Context: an optimization exercise on an open-source flow, tuned for small area. The choices shown serve that exercise and are no tape-out recipe.
Only simulation tests tie the RTL to the original design; equivalence was not proved.
The clock port is modelled as an ideal driver; clocking choices that lean on that would not hold on a real chip.
Power and IR drop assume default switching activity.

## lm92_twi
module lm92_twi (
    input  wire        clk,
    input  wire        rst,           
    input  wire        cmd_valid,
    input  wire [31:0] cmd_word,
    input  wire        cfg_valid,
    input  wire [31:0] cfg_wdata,
    output reg         busy,
    output reg         done,
    output reg         ack,
    output reg         bus_init,
    output reg         stop_pending,
    output reg  [2:0]  phase,
    output reg         temp_valid,
    output wire [3:0]  err,
    output wire [3:0]  viol,
    output reg  [7:0]  rxdata,
    output wire [31:0] temp,
    output wire [31:0] cfg,
    output reg         scl_o,
    output reg         sda_o,
    input  wire        scl_i,
    input  wire        sda_i
);
    localparam [2:0] PH_IDLE = 3'd0, PH_ADDR = 3'd1, PH_TX = 3'd2,
                     PH_RX = 3'd3, PH_RXEND = 3'd4;
    localparam [7:0] OP_INIT = 8'h10, OP_START = 8'h11, OP_STOP = 8'h12,
                     OP_SEND = 8'h13, OP_RDACK = 8'h14, OP_RDNACK = 8'h15,
                     OP_TEMP = 8'h40;
    reg [7:0] cfg_div, cfg_sreg, cfg_tmo;
    reg [6:0] cfg_saddr;
    assign cfg = {cfg_tmo, cfg_sreg, 1'b0, cfg_saddr, cfg_div};
    reg [15:0] temp_raw;
    assign temp = {3'b000, temp_raw[15:3], temp_raw};
    reg [1:0] err_q;           
    assign err = {2'b00, err_q};
    reg [2:0] viol_q;          
    assign viol = {1'b0, viol_q};
    reg [7:0] div_active;
    reg [3:0] job;
    wire j_temp  = job[3];
    wire j_start = (job[2:0] == 3'b000) || (job[2:0] == 3'b011);
    wire j_tx    = (job[2:0] == 3'b001) || (job[2:0] == 3'b010) || (job[2:0] == 3'b100);
    wire j_rx    = (job[2:0] == 3'b101) || (job[2:0] == 3'b110);
    wire j_mack  = (job[2:0] == 3'b101);
  ...
For scale: about 590 cells after synthesis, about 110 flip-flops, about 160 I/O pins, about 0.0051 mm2 of cells after synthesis.
clock: 10.0 ns
lec_check: 0
cap_margin: 0
core_margin: 2
core_utilization: 70
slew_margin: 0
standard.sh (not shown) runs the stock make flow with config.mk's settings and CLKGATE_MAP_FILE= SYNTH_SCRIPT=/design/flow/synth_recipe.tcl, a recipe that flattens the netlist after the stock synthesis.
==> flow/flow/run.sh <==
#!/bin/bash
# Own layout flow: the standard flow (standard.sh) with these changes.
#  1. Synthesis maps the logic with an area-oriented ABC script (flow/area.abc),
#     and leaves adders to ABC as plain logic (no ADDER_MAP_FILE half/full
#     adder cells). It runs ORFS's synth.tcl unchanged apart from that, so the
#     flip-flops (mapped before ABC) are the standard synthesis's, with the
#     same names and cell types.
#  2. Every input and output port gets a sky130_fd_sc_hd__buf_1 port buffer.
#  3. The clock tree uses clkbuf_2 buffers and no dummy loads; afterwards
#     flow/post_cts.tcl upsizes the root and every leaf buffer whose clock
#     pins see too slow a slew.
#  4. One tie cell drives all the constant outputs (no tie fanout repair).
# Each tool's output goes to the ORFS logs under orfs/logs; make's own output
# goes to flow.log here.
set -euo pipefail
W=$PWD

# ORFS's synth.tcl with the ABC script replaced
sed 's#^\([[:space:]]*\)log_cmd abc {\*}\$abc_args#\1lset abc_args 1 '"$W"'/flow/area.abc\n&#' \
    "$FLOW_HOME/scripts/synth.tcl" > "$W/own_synth_body.tcl"
grep -q "flow/area.abc" "$W/own_synth_body.tcl"
# The standard flow's synthesis wrapper, sourcing that copy
sed 's#source \$::env(SCRIPTS_DIR)/synth.tcl#source '"$W"'/own_synth_body.tcl#' \
    "$W/synth_recipe.tcl" > "$W/own_synth.tcl"
grep -q "own_synth_body" "$W/own_synth.tcl"

CTS="-sink_clustering_enable -repair_clock_nets -dont_use_dummy_load"
CTS="$CTS -buf_list sky130_fd_sc_hd__clkbuf_2 -sink_clustering_size 30 -sink_clustering_max_diameter 100"

bash "$W/standard.sh" \
    "SYNTH_SCRIPT=$W/own_synth.tcl" \
    ADDER_MAP_FILE= \
    "BUFFER_PORTS_ARGS=-buffer_cell sky130_fd_sc_hd__buf_1" \
    "CTS_ARGS=$CTS" \
    "POST_CTS_TCL=$W/flow/post_cts.tcl" \
    SKIP_REPAIR_TIE_FANOUT=1 \
    finish > "$W/flow.log" 2>&1
==> flow/flow/area.abc <==
strash
dc2
ifraig
balance -l
resub -K 6 -l
rewrite -l
resub -K 6 -N 2 -l
refactor -l
resub -K 8 -l
balance -l
resub -K 8 -N 2 -l
rewrite -l
resub -K 10 -l
rewrite -z -l
resub -K 10 -N 2 -l
balance -l
resub -K 12 -l
refactor -z -l
resub -K 12 -N 2 -l
rewrite -z -l
balance -l
dch -f
amap
strash
dch -f
amap
==> flow/flow/post_cts.tcl <==
# After TritonCTS (POST_CTS_TCL): the H-tree's leaf buffers drive unequal
# numbers of clock pins. Upsize the root buffer to clkbuf_8, then step up
# every buffer whose clock pins see a slew over 100 ps (placement estimate)
# through clkbuf_4 and clkbuf_8 until it does not, then legalise the
# placement again.
set sizes {sky130_fd_sc_hd__clkbuf_2 sky130_fd_sc_hd__clkbuf_4 sky130_fd_sc_hd__clkbuf_8}
set thr 0.100
proc post_cts_sink_slew {name} {
  set net [get_nets -of_objects [get_pins $name/X]]
  set mx 0.0
  foreach p [get_pins -of_objects $net -filter "direction==input"] {
    foreach s [list [get_property $p slew_max_rise] [get_property $p slew_max_fall]] {
      if {$s > $mx} { set mx $s }
    }
  }
  return $mx
}
estimate_parasitics -placement
set changed 0
foreach inst [get_cells clkbuf_*] {
  set name [get_full_name $inst]
  if {$name eq "clkbuf_0_clk"} {
    replace_cell $inst [get_lib_cells sky130_fd_sc_hd__clkbuf_8]
    incr changed
  }
}
foreach inst [get_cells clkbuf_*] {
  set name [get_full_name $inst]
  while {[post_cts_sink_slew $name] > $thr} {
    set cur [get_property [get_lib_cells -of_objects $inst] name]
    set i [lsearch $sizes $cur]
    if {$i < 0 || $i == [llength $sizes] - 1} { break }
    puts "post_cts: $name sink slew [post_cts_sink_slew $name] -> [lindex $sizes [expr {$i + 1}]]"
    replace_cell $inst [get_lib_cells [lindex $sizes [expr {$i + 1}]]]
    incr changed
  }
}
if {$changed > 0} {
  detailed_placement
  check_placement -verbose
  estimate_parasitics -placement
}
Next try:
--- a/flow/flow/run.sh
+++ b/flow/flow/run.sh
@@ -7,8 +7,8 @@
 #     same names and cell types.
 #  2. Every input and output port gets a sky130_fd_sc_hd__buf_1 port buffer.
-#  3. The clock tree uses clkbuf_2 buffers and no dummy loads; afterwards
-#     flow/post_cts.tcl upsizes the root and every leaf buffer whose clock
-#     pins see too slow a slew.
+#  3. The clock tree uses clkbuf_4 buffers and no dummy loads; afterwards
+#     flow/post_cts.tcl upsizes the root and the weakest leaf buffers.
 #  4. One tie cell drives all the constant outputs (no tie fanout repair).
+#  5. Repairs may resize a cell to one of another footprint.
 # Each tool's output goes to the ORFS logs under orfs/logs; make's own output
 # goes to flow.log here.
@@ -26,5 +26,5 @@
 
 CTS="-sink_clustering_enable -repair_clock_nets -dont_use_dummy_load"
-CTS="$CTS -buf_list sky130_fd_sc_hd__clkbuf_2 -sink_clustering_size 30 -sink_clustering_max_diameter 100"
+CTS="$CTS -buf_list sky130_fd_sc_hd__clkbuf_4 -sink_clustering_size 30 -sink_clustering_max_diameter 100"
 
 bash "$W/standard.sh" \
@@ -35,3 +35,4 @@
     "POST_CTS_TCL=$W/flow/post_cts.tcl" \
     SKIP_REPAIR_TIE_FANOUT=1 \
+    MATCH_CELL_FOOTPRINT=0 \
     finish > "$W/flow.log" 2>&1
==> flow/flow/post_cts.tcl (replaced) <==
# After TritonCTS (POST_CTS_TCL): the H-tree's leaf buffers drive unequal
# numbers of clock pins. Upsize the root buffer and every buffer whose clock
# pins see a slew over 100 ps (placement estimate) to clkbuf_8, then legalise the placement
# again.
estimate_parasitics -placement
set big [get_lib_cells sky130_fd_sc_hd__clkbuf_8]
set thr 0.100
set changed 0
foreach inst [get_cells clkbuf_*] {
  set name [get_full_name $inst]
  set net [get_nets -of_objects [get_pins $name/X]]
  set mx 0.0
  foreach p [get_pins -of_objects $net -filter "direction==input"] {
    foreach s [list [get_property $p slew_max_rise] [get_property $p slew_max_fall]] {
      if {$s > $mx} { set mx $s }
    }
  }
  if {$name eq "clkbuf_0_clk" || $mx > $thr} {
    puts "post_cts: $name sink slew $mx -> clkbuf_8"
    replace_cell $inst $big
    incr changed
  }
}
if {$changed > 0} {
  detailed_placement
  check_placement -verbose
  estimate_parasitics -placement
}
--- a/flow/config.mk
+++ b/flow/config.mk
@@ -8,4 +8,4 @@
 export CAP_MARGIN = 0
 export CORE_MARGIN = 2
-export CORE_UTILIZATION = 70
+export CORE_UTILIZATION = 65
 export SLEW_MARGIN = 0
Effect:
- The changed run went through all stages and came out clean
- sequential cell count does not change
- worst hold slack stays flat
- design area barely changes
- utilization falls by 5.2 points
- worst setup slack is worse by 160 ps
- total power came out higher by 0.68%
- synthesized area is unchanged
Next try:
--- a/flow/flow/run.sh
+++ b/flow/flow/run.sh
@@ -1,14 +1,11 @@
 #!/bin/bash
 # Own layout flow: the standard flow (standard.sh) with these changes.
-#  1. Synthesis maps the logic with an area-oriented ABC script (flow/area.abc),
-#     and leaves adders to ABC as plain logic (no ADDER_MAP_FILE half/full
-#     adder cells). It runs ORFS's synth.tcl unchanged apart from that, so the
-#     flip-flops (mapped before ABC) are the standard synthesis's, with the
-#     same names and cell types.
+#  1. Synthesis maps the logic with an area-oriented ABC script (flow/area.abc).
+#     It runs ORFS's synth.tcl unchanged up to that ABC call, so the flip-flops
+#     (mapped before ABC) are the standard synthesis's, with the same names.
 #  2. Every input and output port gets a sky130_fd_sc_hd__buf_1 port buffer.
 #  3. The clock tree uses clkbuf_4 buffers and no dummy loads; afterwards
 #     flow/post_cts.tcl upsizes the root and the weakest leaf buffers.
 #  4. One tie cell drives all the constant outputs (no tie fanout repair).
-#  5. Repairs may resize a cell to one of another footprint.
 # Each tool's output goes to the ORFS logs under orfs/logs; make's own output
 # goes to flow.log here.
@@ -30,9 +27,7 @@
 bash "$W/standard.sh" \
     "SYNTH_SCRIPT=$W/own_synth.tcl" \
-    ADDER_MAP_FILE= \
     "BUFFER_PORTS_ARGS=-buffer_cell sky130_fd_sc_hd__buf_1" \
     "CTS_ARGS=$CTS" \
     "POST_CTS_TCL=$W/flow/post_cts.tcl" \
     SKIP_REPAIR_TIE_FANOUT=1 \
-    MATCH_CELL_FOOTPRINT=0 \
     finish > "$W/flow.log" 2>&1
==> flow/flow/area.abc (replaced) <==
strash
balance
rewrite
refactor
balance
rewrite
rewrite -z
balance
refactor -z
rewrite -z
balance
dc2
ifraig
dc2
dch -f
amap
strash
dch -f
amap
Clock power hardly moves.
Power goes up by about 4.6%.
Register-to-register slack degrades by 720 ps.

==> what the ideal ports hide <==
No port has a modelled driver above. Below, the same layouts with a new extraction and two added sets of constraints. Step 1 sets driving cells, clkbuf_16 on the clock port and buf_2 on the other inputs (assumed; they add their load-dependent delay and slew). Step 2, shift: input delay + t, output delay - t, t = (earliest + latest rising clock arrival at the registers) / 2. This alone moves slack from input paths to output paths. a / b / c = no drivers / after step 1 / after step 2; a / b = the first two.
run	shift t [ns]	setup slack, ns	worst data-port slew with drivers (ns)
the first run	0.417	5.338 / 5.353 / 4.935	0.05
the second run	0.423	5.176 / 5.189 / 4.765	0.05
the third run	0.416	4.308 / 4.319 / 3.902	0.04
After both steps every run listed still meets setup and hold. For the second run, which loses most, drivers alone change the setup slack by +0.013 ns; drivers and shift together by -0.411 ns.
